Background: an optimization exercise with open tools, aiming at small area, a short achievable clock period and few clock cycles per item. Do not read the settings as production practice. In this exercise RTL edits were held to simulation tests only and were not proved equivalent to the original.

== wip/indigo ==
==> flow/design.v (excerpt) <==
module ectf17_sc (
    input  wire         clk,
    input  wire         rst,
    input  wire         cmd_valid,
    output wire         cmd_ready,
    input  wire [1:0]   cmd_op,
    input  wire [127:0] cmd_data,
    output reg          rsp_valid,
    output wire [127:0] rsp_data
);
    localparam [1:0] OP_LOAD = 2'd0, OP_CRYPT = 2'd1, OP_ADV = 2'd2, OP_MASK = 2'd3;
    localparam [31:0] IV0 = 32'h6a09e667, IV1 = 32'hbb67ae85,
                      IV2 = 32'h3c6ef372, IV3 = 32'ha54ff53a,
                      IV7 = 32'h5be0cd19;
    localparam [2047:0] KTAB = {
        32'hc67178f2, 32'hbef9a3f7, 32'ha4506ceb, 32'h90befffa,
        32'h8cc70208, 32'h84c87814, 32'h78a5636f, 32'h748f82ee,
        32'h682e6ff3, 32'h5b9cca4f, 32'h4ed8aa4a, 32'h391c0cb3,
        32'h34b0bcb5, 32'h2748774c, 32'h1e376c08, 32'h19a4c116,
        32'h106aa070, 32'hf40e3585, 32'hd6990624, 32'hd192e819,
        32'hc76c51a3, 32'hc24b8b70, 32'ha81a664b, 32'ha2bfe8a1,
        32'h92722c85, 32'h81c2c92e, 32'h766a0abb, 32'h650a7354,
        32'h53380d13, 32'h4d2c6dfc, 32'h2e1b2138, 32'h27b70a85,
        32'h14292967, 32'h06ca6351, 32'hd5a79147, 32'hc6e00bf3,
        32'hbf597fc7, 32'hb00327c8, 32'ha831c66d, 32'h983e5152,
        32'h76f988da, 32'h5cb0a9dc, 32'h4a7484aa, 32'h2de92c6f,
        32'h240ca1cc, 32'h0fc19dc6, 32'hefbe4786, 32'he49b69c1,
        32'hc19bf174, 32'h9bdc06a7, 32'h80deb1fe, 32'h72be5d74,
        32'h550c7dc3, 32'h243185be, 32'h12835b01, 32'hd807aa98,
        32'hab1c5ed5, 32'h923f82a4, 32'h59f111f1, 32'h3956c25b,
        32'he9b5dba5, 32'hb5c0fbcf, 32'h71374491, 32'h428a2f98};
  ...
Size in the first run: roughly 1700 flip-flops.
export LEC_CHECK = 0
export CAP_MARGIN = 20
export CORE_MARGIN = 2
export CORE_UTILIZATION = 40
export CTS_CLUSTER_DIAMETER = 80
export CTS_CLUSTER_SIZE = 20
export PLACE_DENSITY = 0.6
export SETUP_SLACK_MARGIN = 5
export SLEW_MARGIN = 20
create_clock -name core_clock -period 10.0 [get_ports {clk}]
standard.sh (not shown) runs the stock make flow with config.mk's settings and CLKGATE_MAP_FILE= SYNTH_SCRIPT=/design/flow/synth_recipe.tcl, a recipe that flattens the netlist after the stock synthesis.
==> flow/flow/run.sh <==
#!/bin/bash
# The standard layout (the standard.sh, unchanged synthesis and steps),
# with one change: the port buffers that global placement inserts on every
# input and output are sky130_fd_sc_hd__buf_1 cells instead of the default
# choice (clkdlybuf4s50_1), which is larger. Every port still gets its
# own buffer. The make output goes to layout.log in this folder; each ORFS
# step keeps its own log under orfs/logs/.
set -euo pipefail
export BUFFER_PORTS_ARGS="-buffer_cell sky130_fd_sc_hd__buf_1"
bash standard.sh > layout.log 2>&1
Every stage of the flow completed for wip/indigo, and the final layout passed the timing, DRC and antenna checks.
Testbench counts of wip/indigo, summed over its fixed seeds: cycles 33,872, items 512.
The inputs of wip/harbor differ from those of wip/indigo as listed below.
Settings: clearing SETUP_SLACK_MARGIN, which used to be 5; swapping 0.6 for 0.7 in PLACE_DENSITY; swapping 40 for 50 in CORE_UTILIZATION.
==> flow/flow/run.sh <==
#!/bin/bash
set -euo pipefail
export BUFFER_PORTS_ARGS="-buffer_cell sky130_fd_sc_hd__buf_1"
export SETUP_SLACK_MARGIN=5.5
bash standard.sh > layout.log 2>&1
--- outcome ---
Post-route worst hold slack (higher): wip/harbor
wip/indigo → wip/harbor: design area climbed about 1.8%, wire length after detailed routing picked up an extra 0.72%, largest net degree at the start of global routing rose by about 40%.
wip/indigo → wip/harbor: global routing usage on met3 rose by 6.3 points, number of flip-flops and latches held steady.
The area added between synthesis and finish number comes out higher for wip/harbor vs wip/indigo.
wip/harbor completed end to end with timing, DRC and antenna clean.
Compared with wip/indigo, wip/harbor shows post-route met1 wirelength higher by 2100 um.
Compared to wip/indigo, wip/harbor was floorplanned on a smaller die.
--- input diff wip/harbor..wip/delta ---
Settings: CORE_UTILIZATION changed from 50 to 60; SETUP_SLACK_MARGIN newly set to 5; PLACE_DENSITY changed from 0.7 to 0.78.
--- a/flow/flow/run.sh
+++ b/flow/flow/run.sh
@@ -1,0 +2,6 @@
+# The standard layout (the standard.sh, unchanged synthesis and steps),
+# with one change: the port buffers that global placement inserts on every
+# input and output are sky130_fd_sc_hd__buf_1 cells instead of the default
+# choice (clkdlybuf4s50_1), which is larger. Every port still gets its
+# own buffer. The make output goes to layout.log in this folder; each ORFS
+# step keeps its own log under orfs/logs/.
@@ -4 +9,0 @@
-export SETUP_SLACK_MARGIN=5.5
Results
- Final-layout worst hold slack: wip/harbor and wip/delta compared, lower one is wip/delta
- wip/delta reports its capturing element of the worst setup path as u_adv.wcs[21]$_DFF_P_ while wip/harbor reports u_adv.a[30]$_SDFF_PN1_.
- Final critical path time including I/O delays and setup ends up higher on wip/delta.
- Proportion of cell area spent on the clock network was lower in wip/delta than in wip/harbor.


ectf17_sc again, from the RTL that the note above started with.
==> flow/design.v (excerpt) <==
module ectf17_sc (
    input  wire         clk,
    input  wire         rst,
    input  wire         cmd_valid,
    output wire         cmd_ready,
    input  wire [1:0]   cmd_op,
    input  wire [127:0] cmd_data,
    output reg          rsp_valid,
    output wire [127:0] rsp_data
);
    localparam [1:0] OP_LOAD = 2'd0, OP_CRYPT = 2'd1, OP_ADV = 2'd2, OP_MASK = 2'd3;
    localparam [31:0] IV0 = 32'h6a09e667, IV1 = 32'hbb67ae85,
                      IV2 = 32'h3c6ef372, IV3 = 32'ha54ff53a,
                      IV7 = 32'h5be0cd19;
    localparam [2047:0] KTAB = {
        32'hc67178f2, 32'hbef9a3f7, 32'ha4506ceb, 32'h90befffa,
        32'h8cc70208, 32'h84c87814, 32'h78a5636f, 32'h748f82ee,
        32'h682e6ff3, 32'h5b9cca4f, 32'h4ed8aa4a, 32'h391c0cb3,
        32'h34b0bcb5, 32'h2748774c, 32'h1e376c08, 32'h19a4c116,
        32'h106aa070, 32'hf40e3585, 32'hd6990624, 32'hd192e819,
        32'hc76c51a3, 32'hc24b8b70, 32'ha81a664b, 32'ha2bfe8a1,
        32'h92722c85, 32'h81c2c92e, 32'h766a0abb, 32'h650a7354,
        32'h53380d13, 32'h4d2c6dfc, 32'h2e1b2138, 32'h27b70a85,
        32'h14292967, 32'h06ca6351, 32'hd5a79147, 32'hc6e00bf3,
        32'hbf597fc7, 32'hb00327c8, 32'ha831c66d, 32'h983e5152,
        32'h76f988da, 32'h5cb0a9dc, 32'h4a7484aa, 32'h2de92c6f,
        32'h240ca1cc, 32'h0fc19dc6, 32'hefbe4786, 32'he49b69c1,
        32'hc19bf174, 32'h9bdc06a7, 32'h80deb1fe, 32'h72be5d74,
        32'h550c7dc3, 32'h243185be, 32'h12835b01, 32'hd807aa98,
        32'hab1c5ed5, 32'h923f82a4, 32'h59f111f1, 32'h3956c25b,
        32'he9b5dba5, 32'hb5c0fbcf, 32'h71374491, 32'h428a2f98};
    reg         busy;         
    reg         pend;         
    reg  [5:0]  t;            
  ...
==> flow/config.mk <==
export PLATFORM = sky130hd
export DESIGN_NAME = ectf17_sc
export DESIGN_NICKNAME = ectf17_sc
export VERILOG_FILES = /design/flow/design.v
export SDC_FILE = /design/flow/constraint.sdc
export NUM_CORES = 4
export LEC_CHECK = 0
export CAP_MARGIN = 20
export CORE_MARGIN = 2
export CORE_UTILIZATION = 40
export CTS_CLUSTER_DIAMETER = 80
export CTS_CLUSTER_SIZE = 20
export PLACE_DENSITY = 0.6
export SLEW_MARGIN = 20
==> flow/constraint.sdc <==
create_clock -name core_clock -period 10.0 [get_ports {clk}]
set_input_delay 2.0000 -clock core_clock [delete_from_list [all_inputs] [get_ports {clk}]]
set_output_delay 2.0000 -clock core_clock [all_outputs]
set_load 0.01 [all_outputs]
==> flow/flow/run.sh <==
#!/bin/bash
set -euo pipefail
export BUFFER_PORTS_ARGS="-buffer_cell sky130_fd_sc_hd__buf_1"
export SETUP_SLACK_MARGIN=5.5
bash standard.sh > layout.log 2>&1
Testbench counts at the start, summed over its fixed seeds: cycles 33,872, items 512.
Edit:
--- a/flow/flow/run.sh
+++ b/flow/flow/run.sh
@@ -1,0 +2,6 @@
+# The standard layout (the standard.sh, unchanged synthesis and steps),
+# with one change: the port buffers that global placement inserts on every
+# input and output are sky130_fd_sc_hd__buf_1 cells instead of the default
+# choice (clkdlybuf4s50_1), which is larger. Every port still gets its
+# own buffer. The make output goes to layout.log in this folder; each ORFS
+# step keeps its own log under orfs/logs/.
@@ -4 +9,0 @@
-export SETUP_SLACK_MARGIN=5.5
Settings changed: CORE_UTILIZATION 40 to 50, PLACE_DENSITY 0.6 to 0.7, SETUP_SLACK_MARGIN set to 5.
After rerunning: The new run completed with no timing, DRC or antenna violations; sequential share of layout area rises by 1.3 points; final area falls by 3.5%; wire length falls by 4.7%; final cell count falls by 5.8%.

-- afterwards: timing with drivers on the ports --
How much do the figures lean on ideal ports? The routed layouts below were timed once more, with nothing changed but the port constraints. Step 1 assumes that a clkbuf_16 drives the clock port and a buf_2 every other input. Step 2 moves the port delays by t, midway between the first and last clock arrival at a register: inputs arrive t later, outputs are due t later. That takes back most of the time a late clock gives input paths. a / b / c = no drivers / after step 1 / after step 2; a / b = the first two.
run	shift t [ns]	slack for setup (ns)	cell pins on the clock port's net
wip/indigo	0.908	4.953 / 4.953 / 4.513	1
wip/harbor	0.853	4.979 / 4.979 / 4.941	1
wip/delta	0.869	4.902 / 4.902 / 4.439	1
the first run of note 2	0.909	5.084 / 5.084 / 4.699	1
the second run of note 2	0.863	5.008 / 5.008 / 4.472	1
After both steps every run listed still meets setup and hold. For the second run of note 2, which loses most, drivers alone change the setup slack by 0.000 ns; drivers and shift together by -0.536 ns.
